Context: an optimization exercise on an open-source flow, tuned for small area, a short achievable clock period and few clock cycles per item. The choices shown serve that exercise and are no tape-out recipe. At most, simulation tests tie the RTL to the original design; equivalence was not proved. Power is estimated from default activity; no workload was simulated.

## main
==> module sce_line_filter, before the edit <==
module sce_line_filter (
    input  wire        clk,
    input  wire        rst,         
    input  wire        start,
    input  wire [15:0] len,         
    input  wire [31:0] radius,      
    input  wire        fp_mode,     
    output wire        idle,
    input  wire        in_valid,
    input  wire [31:0] in_data,
    output wire        in_ready,
    output reg         out_valid,
    output reg  [31:0] out_data,
    input  wire        out_ready
);
    reg        busy;       
    reg [15:0] rem;        
    reg [15:0] pos;        
    reg [15:0] rad;        
    reg        nofast;     
    reg        rdy;        
    assign idle     = !busy;
    assign in_ready = rdy;
    wire take   = start && !busy && (len != 16'd0);
    wire accept = in_valid && rdy;
    wire last   = (rem == 16'd1);
    wire fast_w = !nofast && (rad < pos) && (rad < rem);
    reg [31:0] in_d;
    reg        in_v, in_f, in_fs;
    reg        tail;       
    reg [31:0] w [0:15];
    reg [15:0] wf;         
    reg [7:0]  wv;         
    reg [7:0]  wfs;        
    reg        stall;      
    wire flush = !in_v && tail && (wv != 8'd0);
    wire sh    = !stall && (in_v || flush);
    wire inv_n = accept || (in_v && stall);
    wire [15:0] wf_n  = sh ? {wf[14:0], in_v && in_f} : wf;
    wire [7:0]  wv_n  = sh ? {wv[6:0], in_v} : wv;
    wire        inf_n = accept ? (pos == 16'd0) : in_f;
    wire        fs_n  = sh ? wfs[6] : wfs[7];
    wire [16:0] m_n;
    reg  [16:0] m;
    assign m_n[8] = 1'b1;
    genvar k;
    generate
        for (k = 1; k <= 8; k = k + 1) begin : g_mask
            assign m_n[8 - k] = !fs_n && !(|wf_n[7 + k - 1 : 7]);
            if (k < 8) begin : g_y
                assign m_n[8 + k] = !fs_n && wv_n[7 - k] && !(|wf_n[6 : 7 - k]);
            end else begin : g_y8
                assign m_n[16] = !fs_n && inv_n && !inf_n && !(|wf_n[6 : 0]);
            end
        end
    endgenerate
    wire [31:0] tap [0:16];
    generate
        for (k = 0; k < 16; k = k + 1) begin : g_tap
            assign tap[k] = w[15 - k] & {32{m[k]}};
        end
    endgenerate
    assign tap[16] = in_d & {32{m[16]}};
    localparam integer ND = 53;
    reg  [4*ND-1:0] ra;
    reg             ra_v, ra_fs;
    wire [4*ND-1:0] sa_n;
    genvar c;
    generate
        for (c = 0; c < 4; c = c + 1) begin : g_sa
            wire [ND-1:0] dd;
            wire [7:0]    x8 = tap[8][31 - 8*c -: 8];
            sce_sum_a u_sum (
                .x0 (tap[0][31 - 8*c -: 8]),  .x1 (tap[1][31 - 8*c -: 8]),
                .x2 (tap[2][31 - 8*c -: 8]),  .x3 (tap[3][31 - 8*c -: 8]),
                .x4 (tap[4][31 - 8*c -: 8]),  .x5 (tap[5][31 - 8*c -: 8]),
                .x6 (tap[6][31 - 8*c -: 8]),  .x7 (tap[7][31 - 8*c -: 8]),
                .x8 (x8),                     .x9 (tap[9][31 - 8*c -: 8]),
                .x10(tap[10][31 - 8*c -: 8]), .x11(tap[11][31 - 8*c -: 8]),
                .x12(tap[12][31 - 8*c -: 8]), .x13(tap[13][31 - 8*c -: 8]),
                .x14(tap[14][31 - 8*c -: 8]), .x15(tap[15][31 - 8*c -: 8]),
                .x16(tap[16][31 - 8*c -: 8]),
                .fs(wfs[7]),
                .d(dd)
            );
            assign sa_n[ND*c +: ND] = dd;
        end
    endgenerate
    reg  [67:0] rb;
    reg         rb_v, rb_fs;
    wire [67:0] sb_n;
    generate
        for (c = 0; c < 4; c = c + 1) begin : g_sb
            sce_sum_b u_sumb (.d(ra[ND*c +: ND]), .s2(sb_n[17*c +: 17]));
        end
    endgenerate
    wire [31:0] res;
    generate
        for (c = 0; c < 4; c = c + 1) begin : g_sc
            wire [7:0] q;
            sce_div u_div (.a(rb[17*c +: 17]), .q(q));
            assign res[31 - 8*c -: 8] = rb_fs ? rb[17*c + 5 +: 8] : q;
        end
    endgenerate
    reg        e1_v;
    reg [31:0] e1_d;
    wire push  = !stall && rb_v;
    wire efree = !out_valid || out_ready;
    wire ov_n  = efree ? (e1_v || push) : 1'b1;
    wire e1v_n = efree ? (e1_v && push) : (e1_v || push);
    wire rav_n = stall ? ra_v : (sh && wv[7]);
    wire rbv_n = stall ? rb_v : ra_v;
    wire stall_n = ov_n && e1v_n && rbv_n;
    integer i;
    always @(posedge clk) begin
        if (!in_v || !stall)
            in_d <= in_data;
        if (accept) begin
            in_f  <= (pos == 16'd0);
            in_fs <= fast_w;
        end
        if (sh) begin
            for (i = 15; i > 0; i = i - 1)
                w[i] <= w[i-1];
            w[0] <= in_d;
            wf   <= wf_n;
            wfs  <= {wfs[6:0], in_fs};
        end
        m <= m_n;
        if (!stall) begin
            ra    <= sa_n;
            ra_fs <= wfs[7];
            rb    <= sb_n;
            rb_fs <= ra_fs;
        end
        if (efree)
            out_data <= e1_v ? e1_d : res;
        if (efree || !e1_v)
            e1_d <= res;
        if (take) begin
            rem    <= len;
            rad    <= radius[15:0];
            nofast <= fp_mode || (radius[31:16] != 16'd0);
        end else if (accept) begin
            rem <= rem - 16'd1;
        end
        if (take)
            pos <= 16'd0;
        else if (accept)
            pos <= pos + 16'd1;
        if (rst) begin
            busy      <= 1'b0;
            rdy       <= 1'b0;
            in_v      <= 1'b0;
            tail      <= 1'b1;
            wv        <= 8'd0;
            ra_v      <= 1'b0;
            rb_v      <= 1'b0;
            out_valid <= 1'b0;
            e1_v      <= 1'b0;
            stall     <= 1'b0;
        end else begin
            if (take)
                busy <= 1'b1;
            else if (accept && last)
                busy <= 1'b0;
            rdy <= (take || (busy && !(accept && last))) && (!inv_n || !stall_n);
            in_v <= inv_n;
            if (accept)
                tail <= last;
            if (sh)
                wv <= {wv[6:0], in_v};
            ra_v      <= rav_n;
            rb_v      <= rbv_n;
            out_valid <= ov_n;
            e1_v      <= e1v_n;
            stall     <= stall_n;
        end
    end
endmodule
clock: 20.0 ns
lec_check: 0
cap_margin: 20
core_margin: 2
core_utilization: 40
slew_margin: 20
standard.sh (not shown) runs the stock make flow with config.mk's settings and CLKGATE_MAP_FILE= SYNTH_SCRIPT=/design/flow/synth_recipe.tcl, a recipe that flattens the netlist after the stock synthesis.
==> flow/flow/run.sh <==
#!/bin/bash
# Standard layout with two changes:
#  - port buffers are buf_2 cells (the default pick is a slow delay buffer);
#  - after the standard synthesis, polopt.py picks the polarity of each full
#    adder (a full adder inverted on all inputs gives inverted outputs) so as
#    to drop most inverters between adders. Registers are untouched.
set -euo pipefail
ARGS=(BUFFER_PORTS_ARGS="-buffer_cell sky130_fd_sc_hd__buf_2")
bash standard.sh "${ARGS[@]}" synth > synth.log 2>&1
R=orfs/results/${FLOW_PLATFORM:-sky130hd}/sce_line_filter/base
cp $R/1_2_yosys.v synth_standard.v
python3 flow/polopt.py synth_standard.v $R/1_2_yosys.v > polopt.log 2>&1
touch $R/1_2_yosys.v
bash standard.sh "${ARGS[@]}" finish > finish.log 2>&1
Other scripts of this flow, unchanged in this note and not shown: flow/flow/polopt.py
Modified inputs, the feature branch compared to main
--- a/flow/design.v
+++ b/flow/design.v
@@ -16,13 +16,14 @@
     reg        busy;       
     reg [15:0] rem;        
     reg [15:0] pos;        
     reg [15:0] rad;        
     reg        nofast;     
     reg        rdy;        
-    assign idle     = !busy;
+    reg        idle_r;     
+    assign idle     = idle_r;
     assign in_ready = rdy;
     wire take   = start && !busy && (len != 16'd0);
     wire accept = in_valid && rdy;
     wire last   = (rem == 16'd1);
     wire fast_w = !nofast && (rad < pos) && (rad < rem);
     reg [31:0] in_d;
@@ -102,13 +103,14 @@
             assign res[31 - 8*c -: 8] = rb_fs ? rb[17*c + 5 +: 8] : q;
         end
     endgenerate
     reg        e1_v;
     reg [31:0] e1_d;
     wire push  = !stall && rb_v;
-    wire efree = !out_valid || out_ready;
+    reg  e0_empty;         
+    wire efree = e0_empty || out_ready;
     wire ov_n  = efree ? (e1_v || push) : 1'b1;
     wire e1v_n = efree ? (e1_v && push) : (e1_v || push);
     wire rav_n = stall ? ra_v : (sh && wv[7]);
     wire rbv_n = stall ? rb_v : ra_v;
     wire stall_n = ov_n && e1v_n && rbv_n;
     integer i;
@@ -134,48 +136,54 @@
             rb_fs <= ra_fs;
         end
         if (efree)
             out_data <= e1_v ? e1_d : res;
         if (efree || !e1_v)
             e1_d <= res;
-        if (take) begin
+        if (!busy) begin
             rem    <= len;
             rad    <= radius[15:0];
             nofast <= fp_mode || (radius[31:16] != 16'd0);
         end else if (accept) begin
             rem <= rem - 16'd1;
         end
-        if (take)
+        if (!busy)
             pos <= 16'd0;
         else if (accept)
             pos <= pos + 16'd1;
         if (rst) begin
             busy      <= 1'b0;
+            idle_r    <= 1'b1;
             rdy       <= 1'b0;
             in_v      <= 1'b0;
             tail      <= 1'b1;
             wv        <= 8'd0;
             ra_v      <= 1'b0;
             rb_v      <= 1'b0;
             out_valid <= 1'b0;
+            e0_empty  <= 1'b1;
             e1_v      <= 1'b0;
             stall     <= 1'b0;
         end else begin
-            if (take)
-                busy <= 1'b1;
-            else if (accept && last)
-                busy <= 1'b0;
+            if (take) begin
+                busy   <= 1'b1;
+                idle_r <= 1'b0;
+            end else if (accept && last) begin
+                busy   <= 1'b0;
+                idle_r <= 1'b1;
+            end
             rdy <= (take || (busy && !(accept && last))) && (!inv_n || !stall_n);
             in_v <= inv_n;
             if (accept)
                 tail <= last;
             if (sh)
                 wv <= {wv[6:0], in_v};
             ra_v      <= rav_n;
             rb_v      <= rbv_n;
             out_valid <= ov_n;
+            e0_empty  <= !ov_n;
             e1_v      <= e1v_n;
             stall     <= stall_n;
         end
     end
 endmodule
 module sce_sum_a (
### Flow results
Critical path depth ended up 9 lower on the feature branch than on main.
For clock network contribution to total cell area, main and the feature branch come out practically identical.
Comparing the feature branch and main, the lower relative area change from synthesis to final layout was measured on the feature branch.
Status: cell area after synthesis parity (main, the feature branch)
The feature branch reached the end of the flow, and the finished layout is clean on the timing, design-rule and antenna checks.
The feature branch vs main, instance count: the feature branch higher
Largest net degree at the start of global routing grows slightly when moving from main to the feature branch.
Summary of the feature branch over main: area used by sequential logic in the layout closely matched the old numbers, final standard cell area without fillers closely matched the old numbers, global-route usage closely matched the old numbers, total power decreased by about 0.9% relative to the old numbers, setup slack increased by 0.13 ns relative to the old numbers.
Testbench counts of the feature branch, summed over its fixed seeds: cycles 10,478, items 10,254.
The RTL of main was laid out without a check of its function.

## re-timing with driven ports
Ports are ideal in the flow. The routed layouts listed here were re-timed in OpenROAD. Step 1 assumes that a clkbuf_16 drives the clock port and a buf_2 every other input. Step 2 moves the port delays by t, midway between the first and last clock arrival at a register: inputs arrive t later, outputs are due t later. That takes back most of the time a late clock gives input paths. Slacks: no drivers / after step 1 / after step 2; pairs: no drivers / after step 1.
| run | shift t [ns] | slack for setup (ns) | slew at the worst register clock pin (ns) |
|---|---|---|---|
| main | 0.810 | 14.491 / 14.491 / 13.996 | 0.07 / 0.07 |
| the feature branch | 0.806 | 14.623 / 14.552 / 14.325 | 0.06 / 0.06 |
After both steps every run listed still meets setup and hold. The setup slack of main, which loses most, moves by 0.000 ns with the drivers and by -0.495 ns with both steps.
